From an optimization exercise on the open Yosys and OpenROAD flow, aimed at small area; shortcuts taken in it are not production practice. The RTL was checked by simulation tests, not by an equivalence proof against the original design. Power and IR drop assume default switching activity.

--- flow/config.mk ---
export PLATFORM = sky130hd
export DESIGN_NAME = bitbang_core
export DESIGN_NICKNAME = bitbang_core
export VERILOG_FILES = /design/flow/design.v
export SDC_FILE = /design/flow/constraint.sdc
export NUM_CORES = 8
export LEC_CHECK = 0
export CAP_MARGIN = 20
export CORE_MARGIN = 2
export CORE_UTILIZATION = 70
export PLACE_DENSITY = 0.8
export SLEW_MARGIN = 20
export SYNTH_HIERARCHICAL = 1
--- flow/design.v ---
module bb_aoi222 (
    input  wire [2:0] a,
    input  wire [2:0] s,
    output wire       y
);
    assign y = ~((a[0] & s[0]) | (a[1] & s[1]) | (a[2] & s[2]));
endmodule
module bb_and2 (
    input  wire a,
    input  wire b,
    output wire y
);
    assign y = a & b;
endmodule
module bb_aoi22 (
    input  wire [1:0] a,
    input  wire [1:0] s,
    output wire       y
);
    assign y = ~((a[0] & s[0]) | (a[1] & s[1]));
endmodule
module bb_nand2 (
    input  wire a,
    input  wire b,
    output wire y
);
    assign y = ~(a & b);
endmodule
module bitbang_core (
    input  wire        clk,
    input  wire        rst,           
    input  wire [10:0] host_addr,     
    input  wire        host_we,
    input  wire [31:0] host_wdata,
    input  wire        host_re,
    output reg  [31:0] host_rdata,    
    output wire        busy,
    output wire        ev_valid,
    output wire [1:0]  ev_kind,       
    output wire [2:0]  ev_role,
    output wire        ev_level,
    output wire [31:0] ev_dur,
    input  wire        ev_ack,
    input  wire        ev_fault,
    input  wire [7:0]  ev_info,
    input  wire        ev_rlevel
);
    localparam [29:0] TICKS = 30'd1000000000;
    localparam [3:0] OP_XLATE = 4'h1, OP_SPI_INIT = 4'h2, OP_SPI_FREE = 4'h3,
                     OP_SPI_XFER = 4'h4, OP_I2C_INIT = 4'h5, OP_I2C_FREE = 4'h6,
                     OP_I2C_WRITE = 4'h7, OP_I2C_READ = 4'h8, OP_I2C_WRRD = 4'h9,
                     OP_SER_INIT = 4'hA, OP_SER_FREE = 4'hB, OP_SER_WRITE = 4'hC,
                     OP_SER_READ = 4'hD;
    localparam [2:0] R_SCK = 3'd0, R_MOSI = 3'd1, R_MISO = 3'd2, R_SCL = 3'd3,
                     R_SDA = 3'd4, R_TX = 3'd5, R_RX = 3'd6;
    localparam [1:0] K_WRITE = 2'd0, K_READ = 2'd1, K_DELAY = 2'd2;
    localparam [2:0] E_OK = 3'd0, E_PIN = 3'd1, E_NACK = 3'd2, E_PARITY = 3'd3,
                     E_FRAME = 3'd4, E_CONFIG = 3'd5, E_ILLEGAL = 3'd6;
    localparam [2:0] PH_START1 = 3'd0, PH_START2 = 3'd1, PH_ADDR1 = 3'd2,
                     PH_ADDR2 = 3'd3, PH_WDATA = 3'd4, PH_RDATA = 3'd5,
                     PH_STOP = 3'd6, PH_FSTOP = 3'd7;
    reg        st_busy, st_done;
    reg [2:0]  st_err;
    reg        spi_valid, i2c_valid, ser_valid;
    reg [11:0] pinerr;               
    reg        po_sck, po_mosi, po_scl, po_sda, po_tx;
    reg [31:0] xl_rate;
    reg [29:0] xl_delay;
    reg [2:0]  spi_cfg;              
    reg [31:0] spi_rate;
    reg [28:0] spi_delay;
    reg [31:0] i2c_rate;
    reg [28:0] i2c_delay;
    reg [5:0]  ser_cfg;              
    reg [31:0] ser_rate;
    reg [29:0] ser_tbit;
    reg [7:0]  ser_rxdata;
    reg        dvp;                  
    reg [3:0]  op;
    reg [6:0]  addr7;                
    reg [7:0]  cnta, cntb;           
    reg [7:0]  bidx;                 
    reg [7:0]  sh;                   
    reg [2:0]  s;                    
    reg [3:0]  k;                    
    reg [2:0]  ph;                   
    reg        pacc;                 
    reg        stop2n;               
    reg        epin;                 
    reg        mwr, mrd;             
    reg [29:0] rem;                  
    wire [29:0] q = {cnta, cntb, sh, addr7[6:1]};
    reg        dph;                  
    reg        dbl;                  
    assign busy = st_busy;
    wire        dv_full  = (op == OP_SER_INIT) | ((op == OP_XLATE) & addr7[0]);
    reg [28:0] ser_thalf;
    reg [29:0] dv_res;               
    function [29:0] inc30(input [29:0] x, input cin, input skip);
        integer i;
        reg c, g;
        begin
            g = cin;
            c = cin;
            for (i = 0; i < 30; i = i + 1) begin
                if (skip && i == 15) begin
                    g = g & (&x[14:0]);
                    c = g;
                end
                inc30[i] = x[i] ^ c;
                c = x[i] & c;
            end
        end
    endfunction
    always @(*) begin
        ser_thalf = inc30({1'b0, ser_tbit[29:1]}, ser_tbit[0], 1'b1);
        dv_res    = inc30({q[29] & dv_full, q[28:0]}, rem != 30'd0, 1'b0);
    end
    wire       spi_cpha  = spi_cfg[0];
    wire       spi_cpol  = spi_cfg[1];
    wire       spi_lsbf  = spi_cfg[2];
    wire [1:0] ser_dbits = ser_cfg[1:0];
    wire       ser_pen   = ser_cfg[2];
    wire       ser_podd  = ser_cfg[3];
    wire       ser_stop2 = ser_cfg[4];
    wire       ser_msbf  = ser_cfg[5];
    wire [3:0] ser_n     = 4'd5 + {2'b00, ser_dbits};
    wire       f_spi  = (op == OP_SPI_XFER);
    wire       f_i2c  = (op == OP_I2C_WRITE) | (op == OP_I2C_READ) | (op == OP_I2C_WRRD);
    wire       f_tx   = (op == OP_SER_WRITE);
    wire       f_rx   = (op == OP_SER_READ);
    wire       f_ser  = f_tx | f_rx;
    wire       f_init = ~f_spi & ~f_i2c & ~f_ser;    
    wire       c_start = (k == 4'd0);
    wire       c_data  = ~c_start & (k <= ser_n);
    wire       c_par   = ser_pen & (k == ser_n + 4'd1);
    wire       c_stop  = ~c_start & ~c_data & ~c_par;
    wire       c_last  = c_stop & (stop2n | ~ser_stop2);
    wire       lsbf    = f_spi ? spi_lsbf : (f_ser & ~ser_msbf);
    wire [2:0] topb    = f_ser ? {1'b1, ser_dbits} : 3'd7;
    wire       sh_out  = lsbf ? sh[0] : sh[topb];
    function [7:0] shifted(input [7:0] v, input din);
        integer j;
        begin
            if (!lsbf) shifted = {v[6:0], din};
            else begin
                for (j = 0; j < 8; j = j + 1)
                    shifted[j] = (j == topb) ? din : ((j == 7) ? 1'b0 : v[(j + 1) % 8]);
            end
        end
    endfunction
    reg        e_valid;
    reg [1:0]  e_kind;
    reg [2:0]  e_role;
    reg        e_level;
    reg        i2c_last_step;
    wire [1:0] i2c_proc = (ph[2:1] == 2'b00) ? 2'd0 :           
                          (ph[2:1] == 2'b11) ? 2'd3 :           
                          (((ph == PH_RDATA) ^ (k == 4'd8)) ? 2'd2 : 2'd1);   
    always @(*) begin
        e_valid = 1'b1;
        e_kind  = K_WRITE;
        e_role  = R_SCK;
        e_level = 1'b1;
        i2c_last_step = 1'b0;
        if (f_spi) begin
            case ({spi_cpha, s})
                4'b0_000: begin e_role = R_MOSI; e_level = sh_out; end
                4'b0_001: e_kind = K_DELAY;
                4'b0_010: begin e_role = R_SCK; e_level = ~spi_cpol; end
                4'b0_011: begin e_kind = K_READ; e_role = R_MISO; end
                4'b0_100: e_kind = K_DELAY;
                4'b0_101: begin e_role = R_SCK; e_level = spi_cpol; end
                4'b1_000: begin e_role = R_SCK; e_level = ~spi_cpol; end
                4'b1_001: begin e_role = R_MOSI; e_level = sh_out; end
                4'b1_010: e_kind = K_DELAY;
                4'b1_011: begin e_role = R_SCK; e_level = spi_cpol; end
                4'b1_100: begin e_kind = K_READ; e_role = R_MISO; end
                default:  e_kind = K_DELAY;
            endcase
        end else if (f_i2c) begin
            case (i2c_proc)
                2'd0: case (s)    
                    3'd0: e_role = R_SDA;
                    3'd1: e_kind = K_DELAY;
                    3'd2: e_role = R_SCL;
                    3'd3: begin e_kind = K_READ; e_role = R_SCL; end
                    3'd4: e_kind = K_DELAY;
                    3'd5: begin e_role = R_SDA; e_level = 1'b0; end
                    3'd6: e_kind = K_DELAY;
                    default: begin e_role = R_SCL; e_level = 1'b0; i2c_last_step = 1'b1; end
                endcase
                2'd1: case (s)    
                    3'd0: begin
                        e_role = R_SDA;
                        e_level = (ph == PH_RDATA) ? (cntb == 8'd1) : sh[7];
                    end
                    3'd1: e_kind = K_DELAY;
                    3'd2: e_role = R_SCL;
                    3'd3: begin e_kind = K_READ; e_role = R_SCL; end
                    3'd4: e_kind = K_DELAY;
                    default: begin e_role = R_SCL; e_level = 1'b0; i2c_last_step = 1'b1; end
                endcase
                2'd2: case (s)    
                    3'd0: e_role = R_SDA;
                    3'd1: e_kind = K_DELAY;
                    3'd2: e_role = R_SCL;
                    3'd3: begin e_kind = K_READ; e_role = R_SCL; end
                    3'd4: e_kind = K_DELAY;
                    3'd5: begin e_kind = K_READ; e_role = R_SDA; end
                    default: begin e_role = R_SCL; e_level = 1'b0; i2c_last_step = 1'b1; end
                endcase
                default: case (s)    
                    3'd0: begin e_role = R_SCL; e_level = 1'b0; end
                    3'd1: begin e_role = R_SDA; e_level = 1'b0; end
                    3'd2: e_kind = K_DELAY;
                    3'd3: e_role = R_SCL;
                    3'd4: begin e_kind = K_READ; e_role = R_SCL; end
                    3'd5: e_kind = K_DELAY;
                    3'd6: e_role = R_SDA;
                    default: begin e_kind = K_DELAY; i2c_last_step = 1'b1; end
                endcase
            endcase
        end else if (f_tx) begin
            if (s == 3'd0) begin
                e_role = R_TX;
                if (c_start)     e_level = 1'b0;
                else if (c_data) e_level = sh_out;
                else if (c_par)  e_level = pacc ^ ser_podd;
            end else
                e_kind = K_DELAY;
        end else if (f_rx) begin
            if (s == 3'd0 || s == 3'd3) begin
                e_kind = K_READ; e_role = R_RX;
            end else
                e_kind = K_DELAY;
        end else begin
            e_valid = (op != OP_XLATE);
            case (op)
                OP_SPI_INIT: e_level = spi_cpol;
                OP_I2C_INIT: e_role = (s == 3'd0) ? R_SCL : R_SDA;
                default:     e_role = R_TX;
            endcase
        end
        if (!st_busy || dvp || mwr || mrd)
            e_valid = 1'b0;
    end
    assign ev_valid = e_valid;
    assign ev_kind  = e_kind;
    assign ev_role  = e_role;
    assign ev_level = e_level;
    assign ev_dur   = {2'b00, f_spi ? {1'b0, spi_delay} :
                              f_i2c ? {1'b0, i2c_delay} :
                              (f_rx && s == 3'd1) ? {1'b0, ser_thalf} : ser_tbit};
    wire ev_done = e_valid & ev_ack;
    wire ev_bad  = ev_done & ev_fault & (e_kind != K_DELAY);
    wire ev_good = ev_done & ~ev_bad;
    wire ev_wr   = (e_kind == K_WRITE);
    wire        dv_dbit  = TICKS[5'd29 - bidx[4:0]];
    wire [29:0] dv_sh    = {rem[28:0], dv_dbit};
    reg  [30:0] dv_rate;
    always @(*) begin
        case (op)
            OP_SPI_INIT: dv_rate = spi_rate[30:0];
            OP_I2C_INIT: dv_rate = i2c_rate[30:0];
            OP_SER_INIT: dv_rate = ser_rate[30:0];
            default:     dv_rate = xl_rate[30:0];
        endcase
    end
    reg  [29:0] dv_diff;
    reg         dv_fits, dv_blo;
    always @(*) begin : dvsub
        integer i;
        reg b;
        b = 1'b0;
        for (i = 0; i < 30; i = i + 1) begin
            if (i == 15) begin
                dv_blo = b;
                b = dbl;
            end
            dv_diff[i] = dv_sh[i] ^ dv_rate[i] ^ b;
            b = (~dv_sh[i] & dv_rate[i]) | (~(dv_sh[i] ^ dv_rate[i]) & b);
        end
        dv_fits = ~(b | dv_rate[30]);
    end
    wire        dv_last  = (bidx[4:0] == {4'b1110, dv_full});
    wire        aligned  = (host_addr[1:0] == 2'b00);
    wire        hw       = host_we & aligned & ~st_busy;
    wire        hw_cmd   = hw & (host_addr == 11'h000);
    wire [3:0]  c_op     = host_wdata[3:0];
    wire [7:0]  c_lena   = host_wdata[23:16];
    wire [7:0]  c_lenb   = host_wdata[31:24];
    reg         c_illegal, c_rate_bad;
    wire        xl_bad   = xl_rate[31]  | (xl_rate  == 32'd0);
    wire        spi_bad  = spi_rate[31] | (spi_rate == 32'd0);
    wire        i2c_bad  = i2c_rate[31] | (i2c_rate == 32'd0);
    wire        ser_bad  = ser_rate[31] | (ser_rate == 32'd0);
    always @(*) begin
        case (c_op)
            OP_XLATE:     c_illegal = 1'b0;
            OP_SPI_INIT:  c_illegal = spi_valid;
            OP_SPI_FREE,
            OP_SPI_XFER:  c_illegal = ~spi_valid;
            OP_I2C_INIT:  c_illegal = i2c_valid;
            OP_I2C_FREE,
            OP_I2C_WRITE,
            OP_I2C_READ:  c_illegal = ~i2c_valid;
            OP_I2C_WRRD:  c_illegal = ~i2c_valid | (({1'b0, c_lena} + {1'b0, c_lenb}) > 9'd256);
            OP_SER_INIT:  c_illegal = ser_valid;
            OP_SER_FREE,
            OP_SER_WRITE,
            OP_SER_READ:  c_illegal = ~ser_valid;
            default:      c_illegal = 1'b1;
        endcase
        case (c_op)
            OP_SPI_INIT:  c_rate_bad = spi_bad;
            OP_I2C_INIT:  c_rate_bad = i2c_bad;
            OP_SER_INIT:  c_rate_bad = ser_bad;
            default:      c_rate_bad = xl_bad;
        endcase
    end
    wire        host_bufrd = host_re & host_addr[10];
    wire        port_seq   = st_busy & ~host_bufrd;
    wire [7:0]  b_idx      = port_seq ? bidx : host_addr[9:2];
    wire        b_we       = (hw & host_addr[10]) | (port_seq & mwr);
    reg  [7:0]  b_rd;
    wire [7:0]  b_wd       = rst ? 8'd0 : (~b_we ? b_rd : (st_busy ? sh : host_wdata[7:0]));
    reg  [15:0] b_pa, b_pb;
    always @(*) begin : pdec
        integer i;
        for (i = 0; i < 16; i = i + 1) begin
            b_pa[i] = rst | (b_idx[3:0] == i[3:0]);
            b_pb[i] = rst | (b_idx[7:4] == i[3:0]);
        end
    end
    wire [255:0] b_sel;
    wire [2047:0] b_flat;
    genvar gi, gb;
    generate
        for (gi = 0; gi < 256; gi = gi + 1) begin : g_buf
            reg [7:0] m;
            always @(posedge clk)
                if (b_sel[gi])
                    m <= b_wd;
            assign b_flat[gi*8 +: 8] = m;
        end
        for (gi = 0; gi < 256; gi = gi + 1) begin : g_dec
            bb_and2 u_d (.a(b_pa[gi % 16]), .b(b_pb[gi / 16]), .y(b_sel[gi]));
        end
        for (gb = 0; gb < 8; gb = gb + 1) begin : g_rd
            wire [85:0] y;
            for (gi = 0; gi < 85; gi = gi + 1) begin : g_t
                bb_aoi222 u_t (
                    .a({b_flat[(3*gi+2)*8+gb], b_flat[(3*gi+1)*8+gb], b_flat[(3*gi)*8+gb]}),
                    .s(b_sel[3*gi+2:3*gi]),
                    .y(y[gi]));
            end
            assign y[85] = ~(b_flat[255*8+gb] & b_sel[255]);
            always @(*) b_rd[gb] = ~&y;
        end
    endgenerate
    wire        rd_reg = aligned & ~rst & (host_addr[10:7] == 4'd0);
    wire        rs_st  = rd_reg & (host_addr[6:2] == 5'h01);
    wire        rs_pe  = rd_reg & (host_addr[6:2] == 5'h02);
    wire        rs_po  = rd_reg & (host_addr[6:2] == 5'h03);
    wire        rs_xr  = rd_reg & (host_addr[6:2] == 5'h04);
    wire        rs_xd  = rd_reg & (host_addr[6:2] == 5'h05);
    wire        rs_sc  = rd_reg & (host_addr[6:2] == 5'h08);
    wire        rs_sr  = rd_reg & (host_addr[6:2] == 5'h09);
    wire        rs_sd  = rd_reg & (host_addr[6:2] == 5'h0A);
    wire        rs_ir  = rd_reg & (host_addr[6:2] == 5'h0C);
    wire        rs_id  = rd_reg & (host_addr[6:2] == 5'h0D);
    wire        rs_ec  = rd_reg & (host_addr[6:2] == 5'h10);
    wire        rs_er  = rd_reg & (host_addr[6:2] == 5'h11);
    wire        rs_et  = rd_reg & (host_addr[6:2] == 5'h12);
    wire        rs_eh  = rd_reg & (host_addr[6:2] == 5'h13);
    wire        rs_rx  = rd_reg & (host_addr[6:2] == 5'h14);
    wire        rs_bf  = aligned & ~rst & host_addr[10];
    wire [31:0] rd_val;
    wire rdt0_0, rdt0_1, rdt0_2, rdt0_3, rdt0_4, rdt0_5;
    bb_aoi222 u_rdt0_0 (.a({po_sck, pinerr[0], st_busy}), .s({rs_po, rs_pe, rs_st}), .y(rdt0_0));
    bb_aoi222 u_rdt0_1 (.a({spi_cfg[0], xl_delay[0], xl_rate[0]}), .s({rs_sc, rs_xd, rs_xr}), .y(rdt0_1));
    bb_aoi222 u_rdt0_2 (.a({i2c_rate[0], spi_delay[0], spi_rate[0]}), .s({rs_ir, rs_sd, rs_sr}), .y(rdt0_2));
    bb_aoi222 u_rdt0_3 (.a({ser_rate[0], ser_cfg[0], i2c_delay[0]}), .s({rs_er, rs_ec, rs_id}), .y(rdt0_3));
    bb_aoi222 u_rdt0_4 (.a({ser_rxdata[0], ser_thalf[0], ser_tbit[0]}), .s({rs_rx, rs_eh, rs_et}), .y(rdt0_4));
    bb_nand2 u_rdt0_5 (.a(b_rd[0]), .b(rs_bf), .y(rdt0_5));
    assign rd_val[0] = ~&{rdt0_0, rdt0_1, rdt0_2, rdt0_3, rdt0_4, rdt0_5};
    wire rdt1_0, rdt1_1, rdt1_2, rdt1_3, rdt1_4, rdt1_5;
    bb_aoi222 u_rdt1_0 (.a({po_mosi, pinerr[1], st_done}), .s({rs_po, rs_pe, rs_st}), .y(rdt1_0));
    bb_aoi222 u_rdt1_1 (.a({spi_cfg[1], xl_delay[1], xl_rate[1]}), .s({rs_sc, rs_xd, rs_xr}), .y(rdt1_1));
    bb_aoi222 u_rdt1_2 (.a({i2c_rate[1], spi_delay[1], spi_rate[1]}), .s({rs_ir, rs_sd, rs_sr}), .y(rdt1_2));
    bb_aoi222 u_rdt1_3 (.a({ser_rate[1], ser_cfg[1], i2c_delay[1]}), .s({rs_er, rs_ec, rs_id}), .y(rdt1_3));
    bb_aoi222 u_rdt1_4 (.a({ser_rxdata[1], ser_thalf[1], ser_tbit[1]}), .s({rs_rx, rs_eh, rs_et}), .y(rdt1_4));
    bb_nand2 u_rdt1_5 (.a(b_rd[1]), .b(rs_bf), .y(rdt1_5));
    assign rd_val[1] = ~&{rdt1_0, rdt1_1, rdt1_2, rdt1_3, rdt1_4, rdt1_5};
    wire rdt2_0, rdt2_1, rdt2_2, rdt2_3, rdt2_4;
    bb_aoi222 u_rdt2_0 (.a({xl_delay[2], xl_rate[2], pinerr[2]}), .s({rs_xd, rs_xr, rs_pe}), .y(rdt2_0));
    bb_aoi222 u_rdt2_1 (.a({spi_delay[2], spi_rate[2], spi_cfg[2]}), .s({rs_sd, rs_sr, rs_sc}), .y(rdt2_1));
    bb_aoi222 u_rdt2_2 (.a({ser_cfg[2], i2c_delay[2], i2c_rate[2]}), .s({rs_ec, rs_id, rs_ir}), .y(rdt2_2));
    bb_aoi222 u_rdt2_3 (.a({ser_thalf[2], ser_tbit[2], ser_rate[2]}), .s({rs_eh, rs_et, rs_er}), .y(rdt2_3));
    bb_aoi22 u_rdt2_4 (.a({b_rd[2], ser_rxdata[2]}), .s({rs_bf, rs_rx}), .y(rdt2_4));
    assign rd_val[2] = ~&{rdt2_0, rdt2_1, rdt2_2, rdt2_3, rdt2_4};
    wire rdt3_0, rdt3_1, rdt3_2, rdt3_3, rdt3_4;
    bb_aoi222 u_rdt3_0 (.a({xl_rate[3], po_scl, pinerr[3]}), .s({rs_xr, rs_po, rs_pe}), .y(rdt3_0));
    bb_aoi222 u_rdt3_1 (.a({spi_delay[3], spi_rate[3], xl_delay[3]}), .s({rs_sd, rs_sr, rs_xd}), .y(rdt3_1));
    bb_aoi222 u_rdt3_2 (.a({ser_cfg[3], i2c_delay[3], i2c_rate[3]}), .s({rs_ec, rs_id, rs_ir}), .y(rdt3_2));
    bb_aoi222 u_rdt3_3 (.a({ser_thalf[3], ser_tbit[3], ser_rate[3]}), .s({rs_eh, rs_et, rs_er}), .y(rdt3_3));
    bb_aoi22 u_rdt3_4 (.a({b_rd[3], ser_rxdata[3]}), .s({rs_bf, rs_rx}), .y(rdt3_4));
    assign rd_val[3] = ~&{rdt3_0, rdt3_1, rdt3_2, rdt3_3, rdt3_4};
    wire rdt4_0, rdt4_1, rdt4_2, rdt4_3, rdt4_4;
    bb_aoi222 u_rdt4_0 (.a({xl_rate[4], po_sda, st_err[0]}), .s({rs_xr, rs_po, rs_st}), .y(rdt4_0));
    bb_aoi222 u_rdt4_1 (.a({spi_delay[4], spi_rate[4], xl_delay[4]}), .s({rs_sd, rs_sr, rs_xd}), .y(rdt4_1));
    bb_aoi222 u_rdt4_2 (.a({ser_cfg[4], i2c_delay[4], i2c_rate[4]}), .s({rs_ec, rs_id, rs_ir}), .y(rdt4_2));
    bb_aoi222 u_rdt4_3 (.a({ser_thalf[4], ser_tbit[4], ser_rate[4]}), .s({rs_eh, rs_et, rs_er}), .y(rdt4_3));
    bb_aoi22 u_rdt4_4 (.a({b_rd[4], ser_rxdata[4]}), .s({rs_bf, rs_rx}), .y(rdt4_4));
    assign rd_val[4] = ~&{rdt4_0, rdt4_1, rdt4_2, rdt4_3, rdt4_4};
    wire rdt5_0, rdt5_1, rdt5_2, rdt5_3, rdt5_4;
    bb_aoi222 u_rdt5_0 (.a({xl_rate[5], po_tx, st_err[1]}), .s({rs_xr, rs_po, rs_st}), .y(rdt5_0));
    bb_aoi222 u_rdt5_1 (.a({spi_delay[5], spi_rate[5], xl_delay[5]}), .s({rs_sd, rs_sr, rs_xd}), .y(rdt5_1));
    bb_aoi222 u_rdt5_2 (.a({ser_cfg[5], i2c_delay[5], i2c_rate[5]}), .s({rs_ec, rs_id, rs_ir}), .y(rdt5_2));
    bb_aoi222 u_rdt5_3 (.a({ser_thalf[5], ser_tbit[5], ser_rate[5]}), .s({rs_eh, rs_et, rs_er}), .y(rdt5_3));
    bb_aoi22 u_rdt5_4 (.a({b_rd[5], ser_rxdata[5]}), .s({rs_bf, rs_rx}), .y(rdt5_4));
    assign rd_val[5] = ~&{rdt5_0, rdt5_1, rdt5_2, rdt5_3, rdt5_4};
    wire rdt6_0, rdt6_1, rdt6_2, rdt6_3;
    bb_aoi222 u_rdt6_0 (.a({xl_delay[6], xl_rate[6], st_err[2]}), .s({rs_xd, rs_xr, rs_st}), .y(rdt6_0));
    bb_aoi222 u_rdt6_1 (.a({i2c_rate[6], spi_delay[6], spi_rate[6]}), .s({rs_ir, rs_sd, rs_sr}), .y(rdt6_1));
    bb_aoi222 u_rdt6_2 (.a({ser_tbit[6], ser_rate[6], i2c_delay[6]}), .s({rs_et, rs_er, rs_id}), .y(rdt6_2));
    bb_aoi222 u_rdt6_3 (.a({b_rd[6], ser_rxdata[6], ser_thalf[6]}), .s({rs_bf, rs_rx, rs_eh}), .y(rdt6_3));
    assign rd_val[6] = ~&{rdt6_0, rdt6_1, rdt6_2, rdt6_3};
    wire rdt7_0, rdt7_1, rdt7_2, rdt7_3;
    bb_aoi222 u_rdt7_0 (.a({spi_rate[7], xl_delay[7], xl_rate[7]}), .s({rs_sr, rs_xd, rs_xr}), .y(rdt7_0));
    bb_aoi222 u_rdt7_1 (.a({i2c_delay[7], i2c_rate[7], spi_delay[7]}), .s({rs_id, rs_ir, rs_sd}), .y(rdt7_1));
    bb_aoi222 u_rdt7_2 (.a({ser_thalf[7], ser_tbit[7], ser_rate[7]}), .s({rs_eh, rs_et, rs_er}), .y(rdt7_2));
    bb_aoi22 u_rdt7_3 (.a({b_rd[7], ser_rxdata[7]}), .s({rs_bf, rs_rx}), .y(rdt7_3));
    assign rd_val[7] = ~&{rdt7_0, rdt7_1, rdt7_2, rdt7_3};
    wire rdt8_0, rdt8_1, rdt8_2, rdt8_3;
    bb_aoi222 u_rdt8_0 (.a({xl_rate[8], pinerr[4], spi_valid}), .s({rs_xr, rs_pe, rs_st}), .y(rdt8_0));
    bb_aoi222 u_rdt8_1 (.a({spi_delay[8], spi_rate[8], xl_delay[8]}), .s({rs_sd, rs_sr, rs_xd}), .y(rdt8_1));
    bb_aoi222 u_rdt8_2 (.a({ser_rate[8], i2c_delay[8], i2c_rate[8]}), .s({rs_er, rs_id, rs_ir}), .y(rdt8_2));
    bb_aoi22 u_rdt8_3 (.a({ser_thalf[8], ser_tbit[8]}), .s({rs_eh, rs_et}), .y(rdt8_3));
    assign rd_val[8] = ~&{rdt8_0, rdt8_1, rdt8_2, rdt8_3};
    wire rdt9_0, rdt9_1, rdt9_2, rdt9_3;
    bb_aoi222 u_rdt9_0 (.a({xl_rate[9], pinerr[5], i2c_valid}), .s({rs_xr, rs_pe, rs_st}), .y(rdt9_0));
    bb_aoi222 u_rdt9_1 (.a({spi_delay[9], spi_rate[9], xl_delay[9]}), .s({rs_sd, rs_sr, rs_xd}), .y(rdt9_1));
    bb_aoi222 u_rdt9_2 (.a({ser_rate[9], i2c_delay[9], i2c_rate[9]}), .s({rs_er, rs_id, rs_ir}), .y(rdt9_2));
    bb_aoi22 u_rdt9_3 (.a({ser_thalf[9], ser_tbit[9]}), .s({rs_eh, rs_et}), .y(rdt9_3));
    assign rd_val[9] = ~&{rdt9_0, rdt9_1, rdt9_2, rdt9_3};
    wire rdt10_0, rdt10_1, rdt10_2, rdt10_3;
    bb_aoi222 u_rdt10_0 (.a({xl_rate[10], pinerr[6], ser_valid}), .s({rs_xr, rs_pe, rs_st}), .y(rdt10_0));
    bb_aoi222 u_rdt10_1 (.a({spi_delay[10], spi_rate[10], xl_delay[10]}), .s({rs_sd, rs_sr, rs_xd}), .y(rdt10_1));
    bb_aoi222 u_rdt10_2 (.a({ser_rate[10], i2c_delay[10], i2c_rate[10]}), .s({rs_er, rs_id, rs_ir}), .y(rdt10_2));
    bb_aoi22 u_rdt10_3 (.a({ser_thalf[10], ser_tbit[10]}), .s({rs_eh, rs_et}), .y(rdt10_3));
    assign rd_val[10] = ~&{rdt10_0, rdt10_1, rdt10_2, rdt10_3};
    wire rdt11_0, rdt11_1, rdt11_2, rdt11_3;
    bb_aoi222 u_rdt11_0 (.a({xl_delay[11], xl_rate[11], pinerr[7]}), .s({rs_xd, rs_xr, rs_pe}), .y(rdt11_0));
    bb_aoi222 u_rdt11_1 (.a({i2c_rate[11], spi_delay[11], spi_rate[11]}), .s({rs_ir, rs_sd, rs_sr}), .y(rdt11_1));
    bb_aoi222 u_rdt11_2 (.a({ser_tbit[11], ser_rate[11], i2c_delay[11]}), .s({rs_et, rs_er, rs_id}), .y(rdt11_2));
    bb_nand2 u_rdt11_3 (.a(ser_thalf[11]), .b(rs_eh), .y(rdt11_3));
    assign rd_val[11] = ~&{rdt11_0, rdt11_1, rdt11_2, rdt11_3};
    wire rdt12_0, rdt12_1, rdt12_2, rdt12_3;
    bb_aoi222 u_rdt12_0 (.a({xl_delay[12], xl_rate[12], pinerr[8]}), .s({rs_xd, rs_xr, rs_pe}), .y(rdt12_0));
    bb_aoi222 u_rdt12_1 (.a({i2c_rate[12], spi_delay[12], spi_rate[12]}), .s({rs_ir, rs_sd, rs_sr}), .y(rdt12_1));
    bb_aoi222 u_rdt12_2 (.a({ser_tbit[12], ser_rate[12], i2c_delay[12]}), .s({rs_et, rs_er, rs_id}), .y(rdt12_2));
    bb_nand2 u_rdt12_3 (.a(ser_thalf[12]), .b(rs_eh), .y(rdt12_3));
    assign rd_val[12] = ~&{rdt12_0, rdt12_1, rdt12_2, rdt12_3};
    wire rdt13_0, rdt13_1, rdt13_2, rdt13_3;
    bb_aoi222 u_rdt13_0 (.a({xl_delay[13], xl_rate[13], pinerr[9]}), .s({rs_xd, rs_xr, rs_pe}), .y(rdt13_0));
    bb_aoi222 u_rdt13_1 (.a({i2c_rate[13], spi_delay[13], spi_rate[13]}), .s({rs_ir, rs_sd, rs_sr}), .y(rdt13_1));
    bb_aoi222 u_rdt13_2 (.a({ser_tbit[13], ser_rate[13], i2c_delay[13]}), .s({rs_et, rs_er, rs_id}), .y(rdt13_2));
    bb_nand2 u_rdt13_3 (.a(ser_thalf[13]), .b(rs_eh), .y(rdt13_3));
    assign rd_val[13] = ~&{rdt13_0, rdt13_1, rdt13_2, rdt13_3};
    wire rdt14_0, rdt14_1, rdt14_2, rdt14_3;
    bb_aoi222 u_rdt14_0 (.a({xl_delay[14], xl_rate[14], pinerr[10]}), .s({rs_xd, rs_xr, rs_pe}), .y(rdt14_0));
    bb_aoi222 u_rdt14_1 (.a({i2c_rate[14], spi_delay[14], spi_rate[14]}), .s({rs_ir, rs_sd, rs_sr}), .y(rdt14_1));
    bb_aoi222 u_rdt14_2 (.a({ser_tbit[14], ser_rate[14], i2c_delay[14]}), .s({rs_et, rs_er, rs_id}), .y(rdt14_2));
    bb_nand2 u_rdt14_3 (.a(ser_thalf[14]), .b(rs_eh), .y(rdt14_3));
    assign rd_val[14] = ~&{rdt14_0, rdt14_1, rdt14_2, rdt14_3};
    wire rdt15_0, rdt15_1, rdt15_2, rdt15_3;
    bb_aoi222 u_rdt15_0 (.a({xl_delay[15], xl_rate[15], pinerr[11]}), .s({rs_xd, rs_xr, rs_pe}), .y(rdt15_0));
    bb_aoi222 u_rdt15_1 (.a({i2c_rate[15], spi_delay[15], spi_rate[15]}), .s({rs_ir, rs_sd, rs_sr}), .y(rdt15_1));
    bb_aoi222 u_rdt15_2 (.a({ser_tbit[15], ser_rate[15], i2c_delay[15]}), .s({rs_et, rs_er, rs_id}), .y(rdt15_2));
    bb_nand2 u_rdt15_3 (.a(ser_thalf[15]), .b(rs_eh), .y(rdt15_3));
    assign rd_val[15] = ~&{rdt15_0, rdt15_1, rdt15_2, rdt15_3};
    wire rdt16_0, rdt16_1, rdt16_2;
    bb_aoi222 u_rdt16_0 (.a({spi_rate[16], xl_delay[16], xl_rate[16]}), .s({rs_sr, rs_xd, rs_xr}), .y(rdt16_0));
    bb_aoi222 u_rdt16_1 (.a({i2c_delay[16], i2c_rate[16], spi_delay[16]}), .s({rs_id, rs_ir, rs_sd}), .y(rdt16_1));
    bb_aoi222 u_rdt16_2 (.a({ser_thalf[16], ser_tbit[16], ser_rate[16]}), .s({rs_eh, rs_et, rs_er}), .y(rdt16_2));
    assign rd_val[16] = ~&{rdt16_0, rdt16_1, rdt16_2};
    wire rdt17_0, rdt17_1, rdt17_2;
    bb_aoi222 u_rdt17_0 (.a({spi_rate[17], xl_delay[17], xl_rate[17]}), .s({rs_sr, rs_xd, rs_xr}), .y(rdt17_0));
    bb_aoi222 u_rdt17_1 (.a({i2c_delay[17], i2c_rate[17], spi_delay[17]}), .s({rs_id, rs_ir, rs_sd}), .y(rdt17_1));
    bb_aoi222 u_rdt17_2 (.a({ser_thalf[17], ser_tbit[17], ser_rate[17]}), .s({rs_eh, rs_et, rs_er}), .y(rdt17_2));
    assign rd_val[17] = ~&{rdt17_0, rdt17_1, rdt17_2};
    wire rdt18_0, rdt18_1, rdt18_2;
    bb_aoi222 u_rdt18_0 (.a({spi_rate[18], xl_delay[18], xl_rate[18]}), .s({rs_sr, rs_xd, rs_xr}), .y(rdt18_0));
    bb_aoi222 u_rdt18_1 (.a({i2c_delay[18], i2c_rate[18], spi_delay[18]}), .s({rs_id, rs_ir, rs_sd}), .y(rdt18_1));
    bb_aoi222 u_rdt18_2 (.a({ser_thalf[18], ser_tbit[18], ser_rate[18]}), .s({rs_eh, rs_et, rs_er}), .y(rdt18_2));
    assign rd_val[18] = ~&{rdt18_0, rdt18_1, rdt18_2};
    wire rdt19_0, rdt19_1, rdt19_2;
    bb_aoi222 u_rdt19_0 (.a({spi_rate[19], xl_delay[19], xl_rate[19]}), .s({rs_sr, rs_xd, rs_xr}), .y(rdt19_0));
    bb_aoi222 u_rdt19_1 (.a({i2c_delay[19], i2c_rate[19], spi_delay[19]}), .s({rs_id, rs_ir, rs_sd}), .y(rdt19_1));
    bb_aoi222 u_rdt19_2 (.a({ser_thalf[19], ser_tbit[19], ser_rate[19]}), .s({rs_eh, rs_et, rs_er}), .y(rdt19_2));
    assign rd_val[19] = ~&{rdt19_0, rdt19_1, rdt19_2};
    wire rdt20_0, rdt20_1, rdt20_2;
    bb_aoi222 u_rdt20_0 (.a({spi_rate[20], xl_delay[20], xl_rate[20]}), .s({rs_sr, rs_xd, rs_xr}), .y(rdt20_0));
    bb_aoi222 u_rdt20_1 (.a({i2c_delay[20], i2c_rate[20], spi_delay[20]}), .s({rs_id, rs_ir, rs_sd}), .y(rdt20_1));
    bb_aoi222 u_rdt20_2 (.a({ser_thalf[20], ser_tbit[20], ser_rate[20]}), .s({rs_eh, rs_et, rs_er}), .y(rdt20_2));
    assign rd_val[20] = ~&{rdt20_0, rdt20_1, rdt20_2};
    wire rdt21_0, rdt21_1, rdt21_2;
    bb_aoi222 u_rdt21_0 (.a({spi_rate[21], xl_delay[21], xl_rate[21]}), .s({rs_sr, rs_xd, rs_xr}), .y(rdt21_0));
    bb_aoi222 u_rdt21_1 (.a({i2c_delay[21], i2c_rate[21], spi_delay[21]}), .s({rs_id, rs_ir, rs_sd}), .y(rdt21_1));
    bb_aoi222 u_rdt21_2 (.a({ser_thalf[21], ser_tbit[21], ser_rate[21]}), .s({rs_eh, rs_et, rs_er}), .y(rdt21_2));
    assign rd_val[21] = ~&{rdt21_0, rdt21_1, rdt21_2};
    wire rdt22_0, rdt22_1, rdt22_2;
    bb_aoi222 u_rdt22_0 (.a({spi_rate[22], xl_delay[22], xl_rate[22]}), .s({rs_sr, rs_xd, rs_xr}), .y(rdt22_0));
    bb_aoi222 u_rdt22_1 (.a({i2c_delay[22], i2c_rate[22], spi_delay[22]}), .s({rs_id, rs_ir, rs_sd}), .y(rdt22_1));
    bb_aoi222 u_rdt22_2 (.a({ser_thalf[22], ser_tbit[22], ser_rate[22]}), .s({rs_eh, rs_et, rs_er}), .y(rdt22_2));
    assign rd_val[22] = ~&{rdt22_0, rdt22_1, rdt22_2};
    wire rdt23_0, rdt23_1, rdt23_2;
    bb_aoi222 u_rdt23_0 (.a({spi_rate[23], xl_delay[23], xl_rate[23]}), .s({rs_sr, rs_xd, rs_xr}), .y(rdt23_0));
    bb_aoi222 u_rdt23_1 (.a({i2c_delay[23], i2c_rate[23], spi_delay[23]}), .s({rs_id, rs_ir, rs_sd}), .y(rdt23_1));
    bb_aoi222 u_rdt23_2 (.a({ser_thalf[23], ser_tbit[23], ser_rate[23]}), .s({rs_eh, rs_et, rs_er}), .y(rdt23_2));
    assign rd_val[23] = ~&{rdt23_0, rdt23_1, rdt23_2};
    wire rdt24_0, rdt24_1, rdt24_2;
    bb_aoi222 u_rdt24_0 (.a({spi_rate[24], xl_delay[24], xl_rate[24]}), .s({rs_sr, rs_xd, rs_xr}), .y(rdt24_0));
    bb_aoi222 u_rdt24_1 (.a({i2c_delay[24], i2c_rate[24], spi_delay[24]}), .s({rs_id, rs_ir, rs_sd}), .y(rdt24_1));
    bb_aoi222 u_rdt24_2 (.a({ser_thalf[24], ser_tbit[24], ser_rate[24]}), .s({rs_eh, rs_et, rs_er}), .y(rdt24_2));
    assign rd_val[24] = ~&{rdt24_0, rdt24_1, rdt24_2};
    wire rdt25_0, rdt25_1, rdt25_2;
    bb_aoi222 u_rdt25_0 (.a({spi_rate[25], xl_delay[25], xl_rate[25]}), .s({rs_sr, rs_xd, rs_xr}), .y(rdt25_0));
    bb_aoi222 u_rdt25_1 (.a({i2c_delay[25], i2c_rate[25], spi_delay[25]}), .s({rs_id, rs_ir, rs_sd}), .y(rdt25_1));
    bb_aoi222 u_rdt25_2 (.a({ser_thalf[25], ser_tbit[25], ser_rate[25]}), .s({rs_eh, rs_et, rs_er}), .y(rdt25_2));
    assign rd_val[25] = ~&{rdt25_0, rdt25_1, rdt25_2};
    wire rdt26_0, rdt26_1, rdt26_2;
    bb_aoi222 u_rdt26_0 (.a({spi_rate[26], xl_delay[26], xl_rate[26]}), .s({rs_sr, rs_xd, rs_xr}), .y(rdt26_0));
    bb_aoi222 u_rdt26_1 (.a({i2c_delay[26], i2c_rate[26], spi_delay[26]}), .s({rs_id, rs_ir, rs_sd}), .y(rdt26_1));
    bb_aoi222 u_rdt26_2 (.a({ser_thalf[26], ser_tbit[26], ser_rate[26]}), .s({rs_eh, rs_et, rs_er}), .y(rdt26_2));
    assign rd_val[26] = ~&{rdt26_0, rdt26_1, rdt26_2};
    wire rdt27_0, rdt27_1, rdt27_2;
    bb_aoi222 u_rdt27_0 (.a({spi_rate[27], xl_delay[27], xl_rate[27]}), .s({rs_sr, rs_xd, rs_xr}), .y(rdt27_0));
    bb_aoi222 u_rdt27_1 (.a({i2c_delay[27], i2c_rate[27], spi_delay[27]}), .s({rs_id, rs_ir, rs_sd}), .y(rdt27_1));
    bb_aoi222 u_rdt27_2 (.a({ser_thalf[27], ser_tbit[27], ser_rate[27]}), .s({rs_eh, rs_et, rs_er}), .y(rdt27_2));
    assign rd_val[27] = ~&{rdt27_0, rdt27_1, rdt27_2};
    wire rdt28_0, rdt28_1, rdt28_2;
    bb_aoi222 u_rdt28_0 (.a({spi_rate[28], xl_delay[28], xl_rate[28]}), .s({rs_sr, rs_xd, rs_xr}), .y(rdt28_0));
    bb_aoi222 u_rdt28_1 (.a({i2c_delay[28], i2c_rate[28], spi_delay[28]}), .s({rs_id, rs_ir, rs_sd}), .y(rdt28_1));
    bb_aoi222 u_rdt28_2 (.a({ser_thalf[28], ser_tbit[28], ser_rate[28]}), .s({rs_eh, rs_et, rs_er}), .y(rdt28_2));
    assign rd_val[28] = ~&{rdt28_0, rdt28_1, rdt28_2};
    wire rdt29_0, rdt29_1;
    bb_aoi222 u_rdt29_0 (.a({spi_rate[29], xl_delay[29], xl_rate[29]}), .s({rs_sr, rs_xd, rs_xr}), .y(rdt29_0));
    bb_aoi222 u_rdt29_1 (.a({ser_tbit[29], ser_rate[29], i2c_rate[29]}), .s({rs_et, rs_er, rs_ir}), .y(rdt29_1));
    assign rd_val[29] = ~&{rdt29_0, rdt29_1};
    wire rdt30_0, rdt30_1;
    bb_aoi222 u_rdt30_0 (.a({i2c_rate[30], spi_rate[30], xl_rate[30]}), .s({rs_ir, rs_sr, rs_xr}), .y(rdt30_0));
    bb_nand2 u_rdt30_1 (.a(ser_rate[30]), .b(rs_er), .y(rdt30_1));
    assign rd_val[30] = ~&{rdt30_0, rdt30_1};
    wire rdt31_0, rdt31_1;
    bb_aoi222 u_rdt31_0 (.a({i2c_rate[31], spi_rate[31], xl_rate[31]}), .s({rs_ir, rs_sr, rs_xr}), .y(rdt31_0));
    bb_nand2 u_rdt31_1 (.a(ser_rate[31]), .b(rs_er), .y(rdt31_1));
    assign rd_val[31] = ~&{rdt31_0, rdt31_1};
    always @(posedge clk)
        if (rst | host_re)
            host_rdata <= rd_val;
    wire [31:0] hwd     = host_wdata & {32{~rst}};
    wire [29:0] dres    = dv_res & {30{~rst}};
    wire        w_xlr   = hw & (host_addr == 11'h010);
    wire        w_spic  = hw & (host_addr == 11'h020) & ~spi_valid;
    wire        w_spir  = hw & (host_addr == 11'h024) & ~spi_valid;
    wire        w_i2cr  = hw & (host_addr == 11'h030) & ~i2c_valid;
    wire        w_serc  = hw & (host_addr == 11'h040) & ~ser_valid;
    wire        w_serr  = hw & (host_addr == 11'h044) & ~ser_valid;
    wire        init_ok = st_busy & f_init & ~dvp &
                          ((op == OP_XLATE) | (ev_good & ~((op == OP_I2C_INIT) & (s == 3'd0))));
    always @(posedge clk) begin
        if (rst | w_xlr)  xl_rate  <= hwd;
        if (rst | w_spic) spi_cfg  <= hwd[2:0];
        if (rst | w_spir) spi_rate <= hwd;
        if (rst | w_i2cr) i2c_rate <= hwd;
        if (rst | w_serc) ser_cfg  <= {hwd[5:2], host_wdata[1:0] | {2{rst}}};
        if (rst | w_serr) ser_rate <= hwd;
        if (rst | (init_ok & (op == OP_XLATE)))    xl_delay  <= dres;
        if (rst | (init_ok & (op == OP_SPI_INIT))) spi_delay <= dres[28:0];
        if (rst | (init_ok & (op == OP_I2C_INIT))) i2c_delay <= dres[28:0];
        if (rst | (init_ok & (op == OP_SER_INIT))) ser_tbit  <= dres;
    end
    task finish(input [2:0] code);
        begin
            st_err  <= code;
            st_done <= 1'b1;
            st_busy <= 1'b0;
        end
    endtask
    task finish_pin(input [11:0] pin);
        begin
            finish(E_PIN);
            pinerr <= pin;
        end
    endtask
    wire [11:0] ev_pin = {ev_info, ev_wr, e_role};
    always @(posedge clk) begin
        if (rst) begin
            st_busy    <= 1'b0;
            st_done    <= 1'b0;
            st_err     <= 3'd0;
            spi_valid  <= 1'b0;
            i2c_valid  <= 1'b0;
            ser_valid  <= 1'b0;
            pinerr     <= 12'd0;
            po_sck     <= 1'b0;
            po_mosi    <= 1'b0;
            po_scl     <= 1'b1;
            po_sda     <= 1'b1;
            po_tx      <= 1'b1;
            ser_rxdata <= 8'd0;
        end else begin
            if (ev_good && ev_wr) begin
                case (e_role)
                    R_SCK:  po_sck  <= e_level;
                    R_MOSI: po_mosi <= e_level;
                    R_SCL:  po_scl  <= e_level;
                    R_SDA:  po_sda  <= e_level;
                    R_TX:   po_tx   <= e_level;
                    default: ;
                endcase
            end
            if (!st_busy) begin
                if (hw_cmd) begin
                    op      <= c_op;
                    addr7   <= host_wdata[10:4];
                    cnta    <= c_lena;
                    cntb    <= c_lenb;
                    st_done <= 1'b0;
                    st_err  <= 3'd0;
                    bidx    <= 8'd0;
                    s       <= 3'd0;
                    k       <= 4'd0;
                    ph      <= PH_START1;
                    sh      <= (c_op == OP_SER_READ) ? 8'd0 : c_lena;
                    pacc    <= 1'b0;
                    stop2n  <= 1'b0;
                    rem     <= 30'd0;
                    mwr     <= 1'b0;
                    mrd     <= (c_op == OP_SPI_XFER);
                    dph     <= 1'b0;
                    dvp     <= (c_op == OP_XLATE) | (c_op == OP_SPI_INIT) |
                               (c_op == OP_I2C_INIT) | (c_op == OP_SER_INIT);
                    if (c_illegal) begin
                        finish(E_ILLEGAL);
                    end else begin
                        case (c_op)
                            OP_XLATE, OP_SPI_INIT, OP_I2C_INIT, OP_SER_INIT: begin
                                if (c_rate_bad) finish(E_CONFIG);
                                else st_busy <= 1'b1;
                            end
                            OP_SPI_FREE: begin spi_valid <= 1'b0; finish(E_OK); end
                            OP_I2C_FREE: begin i2c_valid <= 1'b0; finish(E_OK); end
                            OP_SER_FREE: begin ser_valid <= 1'b0; finish(E_OK); end
                            OP_SPI_XFER: begin
                                if (c_lena == 8'd0) finish(E_OK);
                                else st_busy <= 1'b1;
                            end
                            default: st_busy <= 1'b1;    
                        endcase
                    end
                end
            end else if (mwr) begin
                if (port_seq) begin
                    mwr  <= 1'b0;
                    bidx <= bidx + 8'd1;
                    if (f_spi) begin
                        cnta <= cnta - 8'd1;
                        if (cnta == 8'd1) finish(E_OK);
                        else mrd <= 1'b1;
                    end else begin
                        cntb <= cntb - 8'd1;
                        if (cntb == 8'd1) ph <= PH_STOP;
                    end
                end
            end else if (mrd) begin
                if (port_seq) begin
                    mrd <= 1'b0;
                    sh  <= b_rd;
                end
            end else if (f_init) begin
                if (dvp) begin
                    dph <= ~dph;
                    dbl <= dv_blo;
                    if (dph) begin
                        bidx <= bidx + 8'd1;
                        rem  <= dv_fits ? dv_diff : dv_sh;
                        {cnta, cntb, sh, addr7[6:1]} <= {q[28:0], dv_fits};
                        if (dv_last) dvp <= 1'b0;
                    end
                end else if (op == OP_XLATE) begin
                    finish(E_OK);
                end else if (ev_done) begin
                    if (ev_bad) finish_pin(ev_pin);
                    else if (op == OP_I2C_INIT && s == 3'd0) s <= 3'd1;
                    else begin
                        finish(E_OK);
                        case (op)
                            OP_SPI_INIT: spi_valid <= 1'b1;
                            OP_I2C_INIT: i2c_valid <= 1'b1;
                            default:     ser_valid <= 1'b1;
                        endcase
                    end
                end
            end else if (f_spi) begin
                if (ev_done) begin
                    if (ev_bad) finish_pin(ev_pin);
                    else begin
                        if (s == (spi_cpha ? 3'd4 : 3'd3))
                            sh <= shifted(sh, ev_rlevel);
                        if (s != 3'd5) s <= s + 3'd1;
                        else begin
                            s <= 3'd0;
                            k <= {1'b0, k[2:0] + 3'd1};
                            if (k[2:0] == 3'd7) mwr <= 1'b1;
                        end
                    end
                end
            end else if (f_i2c) begin
                if (ev_done) begin
                    if (ev_bad) begin
                        if (ph == PH_FSTOP) begin
                            if (epin) finish_pin({sh, k});
                            else finish(E_NACK);
                        end else if (ph == PH_STOP)
                            finish_pin(ev_pin);
                        else begin
                            epin <= 1'b1;
                            sh   <= ev_info;
                            k    <= {ev_wr, e_role};
                            ph   <= PH_FSTOP;
                            s    <= 3'd0;
                        end
                    end else if (e_kind == K_READ && e_role == R_SCL && !ev_rlevel) begin
                    end else if (!i2c_last_step) begin
                        s <= s + 3'd1;
                        if ((i2c_proc == 2'd1 && s == 3'd0 && ph != PH_RDATA) ||
                            (i2c_proc == 2'd2 && s == 3'd5))
                            sh <= {sh[6:0], ev_rlevel};
                    end else begin
                        s <= 3'd0;
                        case (ph)
                            PH_START1, PH_START2: begin
                                ph <= (ph == PH_START1) ? PH_ADDR1 : PH_ADDR2;
                                sh <= {addr7, (ph == PH_START2) || (op == OP_I2C_READ)};
                                k  <= 4'd0;
                            end
                            PH_STOP: finish(E_OK);
                            PH_FSTOP: begin
                                if (epin) finish_pin({sh, k});
                                else finish(E_NACK);
                            end
                            PH_RDATA: begin
                                if (k != 4'd8) k <= k + 4'd1;
                                else begin
                                    k   <= 4'd0;
                                    mwr <= 1'b1;
                                end
                            end
                            default: begin   
                                if (k != 4'd8) k <= k + 4'd1;
                                else begin
                                    k <= 4'd0;
                                    if (sh[0]) begin
                                        epin <= 1'b0;
                                        ph   <= PH_FSTOP;
                                    end else if (ph == PH_ADDR2 || op == OP_I2C_READ) begin
                                        ph <= (cntb != 8'd0) ? PH_RDATA : PH_STOP;
                                    end else begin
                                        if (ph == PH_WDATA) begin
                                            bidx <= bidx + 8'd1;
                                            cnta <= cnta - 8'd1;
                                        end
                                        if ((ph == PH_WDATA) ? (cnta != 8'd1) : (cnta != 8'd0)) begin
                                            ph  <= PH_WDATA;
                                            mrd <= 1'b1;
                                        end else
                                            ph <= (op == OP_I2C_WRRD) ? PH_START2 : PH_STOP;
                                    end
                                end
                            end
                        endcase
                    end
                end
            end else if (f_tx) begin
                if (ev_done) begin
                    if (ev_bad) finish_pin(ev_pin);
                    else if (s == 3'd0) begin
                        s <= 3'd1;
                        if (c_data) begin
                            pacc <= pacc ^ sh_out;
                            sh   <= shifted(sh, 1'b0);
                        end
                    end else begin
                        s <= 3'd0;
                        if (c_last) finish(E_OK);
                        else if (c_stop) stop2n <= 1'b1;
                        else k <= k + 4'd1;
                    end
                end
            end else begin
                if (ev_done) begin
                    if (ev_bad) finish_pin(ev_pin);
                    else case (s)
                        3'd0: if (!ev_rlevel) s <= 3'd1;
                        3'd1: begin s <= 3'd2; k <= 4'd1; end
                        3'd2: s <= 3'd3;
                        default: begin
                            s <= 3'd2;
                            if (c_data) begin
                                sh   <= shifted(sh, ev_rlevel);
                                pacc <= pacc ^ ev_rlevel;
                                k    <= k + 4'd1;
                            end else if (c_par) begin
                                if (ev_rlevel != (pacc ^ ser_podd)) finish(E_PARITY);
                                else k <= k + 4'd1;
                            end else begin
                                if (!ev_rlevel) finish(E_FRAME);
                                else if (c_last) begin
                                    ser_rxdata <= sh;
                                    finish(E_OK);
                                end else stop2n <= 1'b1;
                            end
                        end
                    endcase
                end
            end
        end
    end
endmodule
--- flow/constraint.sdc ---
create_clock -name core_clock -period 10.0 [get_ports {clk}]
set_input_delay 2.0000 -clock core_clock [delete_from_list [all_inputs] [get_ports {clk}]]
set_output_delay 2.0000 -clock core_clock [all_outputs]
set_load 0.01 [all_outputs]
--- flow/flow/run.sh ---
#!/bin/bash
# The standard layout (the standard.sh, unchanged synthesis), with two
# options passed to ORFS through its environment:
# - clock tree: clkbuf_16 sink clusters of at most 35 flip-flops within 55 um,
#   without the dummy loads CTS adds to balance the tree;
# - port buffers: sky130_fd_sc_hd__buf_1.
set -euo pipefail
export CTS_ARGS="-sink_clustering_enable -repair_clock_nets -sink_clustering_size 50 -sink_clustering_max_diameter 55 -buf_list sky130_fd_sc_hd__clkbuf_16 -dont_use_dummy_load"
export BUFFER_PORTS_ARGS="-buffer_cell sky130_fd_sc_hd__buf_1"
bash standard.sh > flow.log 2>&1
--- flow/standard.sh ---
#!/bin/bash
# synth_recipe.tcl (not shown) runs the flow's synth.tcl, then flattens the netlist and writes it again
# the make line also repeats each setting of config.mk as NAME=value (left out here)
make -C /OpenROAD-flow-scripts/flow DESIGN_CONFIG=/design/flow/config.mk WORK_HOME=/design/flow/orfs CLKGATE_MAP_FILE= SYNTH_SCRIPT=/design/flow/synth_recipe.tcl "${@:-finish}"
==> flow_summary.ini, run 1 <==
[power_and_ir_drop]
powerDensity_nw_per_um2 = 184
p_leak_nw = 32.5
ir_drop_uv = 231

[routing]
num_vias = 58802
routedWlPerCell_microns = 33.1
drt_iter0_drc = 12900
dr.pass1.iters = 15
routed_wirelength_microns = 248000
ant_nets = 0
via_per_inst = 7.84
route.detailed.drc = 0

[yosys]
ys_ff_latch = 2459
syn_inst = 5463
ys_async_sr_fraction = 0
synth_cell_type_count = 93
synth_area_per_cell_sq_um = 17.5
synth_warnings = 7
synth_edf_count = 2426
synth_flop_cell = edfxtp_1
synth.yosys.seq_area_share = 0.770
netlist_area_sq_um = 95500

[cts]
htreeDepth = 4
cts_tree = yes
hold_buffers = 0
cts_root_buffer = clkbuf_16
cts_sinks = 2459
cts_resized = 0
numCtsBuffers = 142
insertion_delay_ns = 0.82
clockBufferDepth = 3
clk_pin_slew_ns = 0.06
postCtsSetupBuffers = 0

[timing]
fin_crit_sh = 0.906
worst_slack_ns = 0.941
finalHoldViolCount = 0
drv_slew = 0
fmax_mhz = 110
fin_crit_ns = 9.06
tightest_slew_ns = 1.15
setup_viol = 0
slew-limit-headroom = 0.229
skew_ns = 0.0809
whs_ns = 0.527
rsz0062_at_grt = false

[placed_design]
dp.cells = 7335
io_buffers = 127
dpl.hpwl_microns = 153000
dp_slack_ns = 1.00
gp_congestion = 1.01

[worst_setup_path]
required_ns = 10.61
cp_data_arrival_time_ns = 9.67
path_max_fanout = 29
worst-setup-path-type = reg -> reg
cp-start-kind = register
worst_setup_path_end_kind = register

[layout]
layout.cells.non_filler = 7499
drive_above_1_share = 0.0581
fill_cells = 7682
fin_nets = 5885
syn2layout_area_growth_pct = 7.29
fin_util = 0.756
area.sequential_sq_um = 73500
multi_input_area_sq_um = 21500

[grt]
grt_remaining_overflow = 0
antenna_found_initial = 30
track_usage = 0.351
grt_pass1_vias = 55300
grt_pass1_wl_microns = 363000
grt_max_degree = 257

[floorplan]
coreArea_sq_um = 135000
dieArea_sq_um = 139000
initial_utilization = 0.705
pin_count = 130
die_y_microns = 373
rows = 135
die_x_microns = 373

[worst_hold_path]
min_path_type = reg -> reg

[run_status]
status = finished clean

[flow_run]
drv_cap = 0
[per-module statistics from Yosys, one instance, submodules excluded]
module / copies in the design / cells inside / flip-flops and latches
bb_nand2: 9 / 1 / 0
bb_aoi222: 780 / 1 / 0
bitbang_core: 1 / 4410 / 2459
bb_aoi22: 8 / 1 / 0
bb_and2: 256 / 1 / 0
[metrics by stage]
stage | area, sq um | total power [mW] | TNS (ns)
floorplan | 95600 | 12.9 | -244.95
global placement | 98700 | 13.4 | 0
detailed placement | 98700 | 13.5 | 0
CTS | 102000 | 18.8 | 0
global route | 102000 | 19.2 | 0
finish | 102000 | 18.8 | 0
[report_power, final]
group	total [mW]	internal, mW	leakage (nW)	switching (mW)
Clock	5.51	2.52	1.75	2.99
Sequential	12.0	11.8	23.4	0.162
Combinational	1.29	0.304	7.30	0.987
[cell families (layout without fill, tap and decap cells)]
family | Yosys count | count (layout) | synth area share
flops | 2459 | 2459 | 0.770
compound gates | 1296 | 1296 | 0.119
simple gates | 1293 | 1293 | 0.0740
buf+inv | 189 | 425 | 0.00780
fa+ha+maj | 125 | 125 | 0.0187
mux | 81 | 81 | 0.00869
xor+xnor | 19 | 19 | 0.00174
other cells | 1 | 20 | 0.0000393
[metal layers]
metal	part of all wire	routed length (microns)	vias to the layer above	GRT usage
met5	0.000097	24	-	0
met4	0.054	13400	4	0.162
met3	0.13	32800	716	0.0711
met2	0.46	113000	4618	0.531
met1	0.36	88400	29199	0.504
li1	-	-	24265	-
[path summary, 6_finish.rpt]
path | startpoint | to | slack [ns] | depth (start not counted)
worst max-delay path | op[2] | rem[9] | 0.94 | 25
worst min-delay path | po_mosi | po_mosi | 0.53 | 2
worst max register to register | op[2] | rem[9] | 0.94 | 25
worst min register to register | po_mosi | po_mosi | 0.53 | 2
[Yosys cell counts, drive strengths merged (30+ instances only)]
cell,count,area [sq um]
buf,30,148
ha,95,1190
mux2i,66,661
nand2,289,1090
nand3,67,335
fa,30,601
nor2,141,542
and2,264,1650
a211oi,33,248
nor3,47,250
a222oi,810,8110
edfxtp,2426,72800
nand4,207,1290
dfxtp,33,661
inv,57,214
nor4,83,519
a21oi,107,536
a22oi,47,393
o21ai,116,581
nor2b,74,463
clkbuf,102,383
[worst max-delay path, cell delays in order (launching register included)]
cell and delay [ns]:
edfxtp_1 0.72, nor3b_2 0.30, buf_4 0.21, or3_1 0.43, buf_4 0.25, a21oi_1 0.18
fa_1 0.19, inv_1 0.05, fa_1 0.37, fa_1 0.39, fa_1 0.39, fa_1 0.39
fa_1 0.38, fa_1 0.39, fa_1 0.39, fa_1 0.39, fa_1 0.39, fa_1 0.39
fa_1 0.43, fa_1 0.42, fa_1 0.40, fa_1 0.39, nand4_1 0.49, buf_4 0.33
nand2_1 0.07, a21oi_1 0.17
[layout make-up]
cell class | count | area share
Sequential cell | 2459 | 0.718
Multi-Input combinational cell | 2816 | 0.210
Clock buffer | 142 | 0.0347
Tap cell | 1781 | 0.0218
Timing Repair Buffer | 226 | 0.0135
Inverter | 57 | 0.00209
Antenna cell | 18 | 0.000440
[flip-flops by register name, indices dropped and copies added (netlist names), 4 cells and up]
name and flops:
g_buf.m 2048, host_rdata 32, i2c_rate 32, ser_rate 32, spi_rate 32, xl_rate 32, rem 30, ser_tbit 30
xl_delay 30, i2c_delay 29, spi_delay 29, pinerr 12, bidx 8, cnta 8, cntb 8, ser_rxdata 8
sh 8, addr7 7, ser_cfg 6, k 4, op 4
[cells in the final DEF (no fill, tap or decap), drive strengths merged, types with 16 or more instances in the layout]
cell type,instances
a22oi,47
nand3,67
clkbuf,143
buf,225
o211ai,19
nand4,207
dfxtp,33
nor3,47
edfxtp,2426
inv,57
nand2b,29
mux2i,66
ha,95
nor4,83
fa,30
and3,18
nand2,289
a21oi,107
diode,18
nand3b,16
a31oi,18
a222oi,810
a211oi,33
and2,264
nor2b,74
o21ai,116
nor2,141
==> inputs of run 2 (changes only) <==
--- a/flow/flow/run.sh
+++ b/flow/flow/run.sh
@@ -7,3 +7,3 @@
 set -euo pipefail
-export CTS_ARGS="-sink_clustering_enable -repair_clock_nets -sink_clustering_size 50 -sink_clustering_max_diameter 55 -buf_list sky130_fd_sc_hd__clkbuf_16 -dont_use_dummy_load"
+export CTS_ARGS="-sink_clustering_enable -repair_clock_nets -sink_clustering_size 35 -sink_clustering_max_diameter 62 -buf_list sky130_fd_sc_hd__clkbuf_16 -dont_use_dummy_load"
 export BUFFER_PORTS_ARGS="-buffer_cell sky130_fd_sc_hd__buf_1"
==> flow_summary.ini, run 2 <==
[cts]
clk_pin_slew_ns = 0.07
cts_sinks = 2459
numCtsBuffers = 133
hold_buffers = 0
cts_resized = 0
cts_root_buffer = clkbuf_16
insertion_delay_ns = 0.81
htreeDepth = 4
postCtsSetupBuffers = 0
clockBufferDepth = 3
cts_tree = yes

[layout]
drive_above_1_share = 0.0567
largest_reg_flops = 2048
final_common_cell = edfxtp_1
syn2layout_area_growth_pct = 7.07
regMostFlops = g_buf.m
final_cell_mix = 2426 x edfxtp_1, 810 x a222oi_1, 286 x nand2_1
fin_util = 0.755
fin_nets = 5877

[yosys]
synth_flop_cell = edfxtp_1
netlist_top_cells_count = 2426 x edfxtp_1, 810 x a222oi_1, 288 x nand2_1
yosys.area.top_type = edfxtp_1
synth_most_common_cell = edfxtp_1
syn_inst = 5463
post_synth_xor_area_fraction = 0.00174
synth_cell_type_count = 93
synth_simple_gate_area_frac = 0.0740
synth_top_family_by_area = compound AO/OA/AOI/OAI gates
synth_compound_area_frac = 0.119
synth_adder_area_share = 0.0187
synth_edf_count = 2426
netlist_area_sq_um = 95500
synth.yosys.seq_area_share = 0.770
synthTopCellsByArea = edfxtp_1 76%, a222oi_1 8.5%, and2_1 1.7%, nand4_1 1.4%, ha_1 1.2%
synth_warnings = 7
synth_area_per_cell_sq_um = 17.5
ys_async_sr_fraction = 0
synthMuxAreaShare = 0.00869
synth_top_cell_area_share = 0.763
ys_ff_latch = 2459

[placed_design]
dpl.hpwl_microns = 153000
gp_congestion = 1.01
dp_slack_ns = 1.00
io_buffers = 127

[worst_setup_path]
r2r.worst_path.cells = 25
worstReg2RegEnd = rem[9]
worst-setup-path-type = reg -> reg
cp_common_cell = fa_1
path_max_fanout = 29
r2r_start = op[2]
critPathBufInv = 4
worst_setup_path_end_kind = register
critPathTopFamily = adder cells
r2r_setup_slack_ns = 0.96
cp_slowest_stage_delay_ns = 0.72
critPathSlowestCell = edfxtp_1
cp-start-kind = register
required_ns = 10.62
cp_data_arrival_time_ns = 9.66

[floorplan]
die_y_microns = 373
initial_utilization = 0.705
die_x_microns = 373
dieArea_sq_um = 139000
rows = 135
pin_count = 130
coreArea_sq_um = 135000

[timing]
fin_crit_ns = 9.04
skew_ns = 0.0872
tightest_slew_ns = 1.20
worst_slack_ns = 0.963
setup_viol = 0
tns_ns = 0
drv_slew = 0
fmax_mhz = 111
fin_crit_sh = 0.904
rsz0062_at_grt = false
finalHoldViolCount = 0
slew-limit-headroom = 0.194

[grt]
grt_pass1_vias = 55091
track_usage = 0.350
grt_pass1_wl_microns = 362000
grt_max_degree = 257
antenna_found_initial = 29
grt_remaining_overflow = 0

[worst_hold_path]
min_path_type = reg -> reg
holdPathStages = 1
min_to = pinerr[1]
hold_path_startpoint = pinerr[1]

[routing]
dr.pass1.iters = 15
wl_met2_microns = 114000
wl_met1_microns = 88400
num_vias = 58546
routed-wl-met3_microns = 32100
route.detailed.drc = 0
routed_wirelength_microns = 247000
drt_iter0_drc = 13144
ant_nets = 0
top_layer = met5
via_per_inst = 7.82
routedWlPerCell_microns = 33.0

[run_status]
status = finished clean

[flow_run]
drv_cap = 0

[power_and_ir_drop]
p_leak_nw = 32.4
ir_drop_uv = 233
powerDensity_nw_per_um2 = 182
finalPower_mw = 18.6
## run 2: cell counts after synthesis
No cell type changed its count.
## run 2: power breakdown
group	switching, mW	leakage, nW	internal (mW)	total, mW
registers	0.162	23.4	11.8	12.0
clock network	2.95	1.64	2.37	5.32
logic	0.983	7.31	0.305	1.29
total	4.09	32.4	14.5	18.6
## run 2: how the worst max path moves through the flow
stage,start,to,slack (ns),cells past startpoint
floorplan,host_re,g_buf[0].m[6],-0.96,13
global placement,op[2],rem[29],1.17,25
detailed placement,op[2],rem[9],1.00,25
CTS,op[2],rem[9],1.07,25
global route,op[2],rem[3],0.65,25
finish,op[2],rem[9],0.96,25
## run 2: stage by stage
step                cell area, sq um  instances  hold slack (ns)
floorplan                      95600       5464            0.443
global placement               98700       7334            0.492
detailed placement             98700       7335            0.498
CTS                           102000       7468            0.523
global route                  102000       7484            0.552
finish                        102000       7490            0.523
## run 2: worst reg2reg max path, delay by kind of cell, from the launching register on
family                   cells  cell delay (ns)
AO/OA/AOI/OAI                2             0.36
adder cells (fa/ha/maj)     15             5.70
buffers and inverters        4             0.84
flip-flops                   1             0.72
AND/OR/NAND/NOR              4             1.29
## run 2: final cells by class
| class | count | area (sq um) |
|---|---|---|
| Fill cell | 7721 | 33200 |
| Inverter | 57 | 214 |
| Antenna cell | 17 | 42.5 |
| Clock buffer | 133 | 3330 |
| Sequential cell | 2459 | 73500 |
| Multi-Input combinational cell | 2816 | 21500 |
| Timing Repair Buffer | 227 | 1410 |
| Tap cell | 1781 | 2230 |
## run 2: Yosys stat by module, one instance, submodules excluded
module	times used	area, sq um
bb_and2	256	6.26
bb_aoi22	8	12.5
bb_aoi222	780	10.0
bb_nand2	9	3.75
bitbang_core	1	85900
## run 2: logic make-up (layout without fill, tap and decap cells)
logic type | after synthesis | count (layout)
AOI/OAI and AO/OA | 1296 | 1296
xor gates and xnor gates | 19 | 19
adders and majority gates | 125 | 125
buffers and inverters | 189 | 417
DFF | 2459 | 2459
muxes | 81 | 81
other | 1 | 19
and+or+nand+nor | 1293 | 1293
## run 2: layer usage
layer,up-vias,GRT usage
li1,24236,-
met1,29086,0.500
met4,6,0.155
met5,-,0
met2,4540,0.533
met3,678,0.0742

[port drivers added, routing unchanged]
Ports are ideal in the flow. The routed layouts listed here were re-timed in OpenROAD.
Step 1, drivers: a clkbuf_16 drives clk and a buf_2 each remaining input, both assumed.
Step 2 times the ports against the registers' clock, not the clock port: input delays grow and output delays shrink by t, the midpoint of the rising clock arrivals with the driver on.
Slacks: ideal ports / drivers / drivers and shift; pairs: ideal ports / drivers.
run	t, ns	setup WS [ns]	worst register clock-pin slew, ns
run 1	0.853	0.941 / 0.941 / 0.941	0.10 / 0.10
run 2	0.850	0.963 / 0.963 / 0.963	0.11 / 0.11
After both steps setup and hold are still met in every run listed.
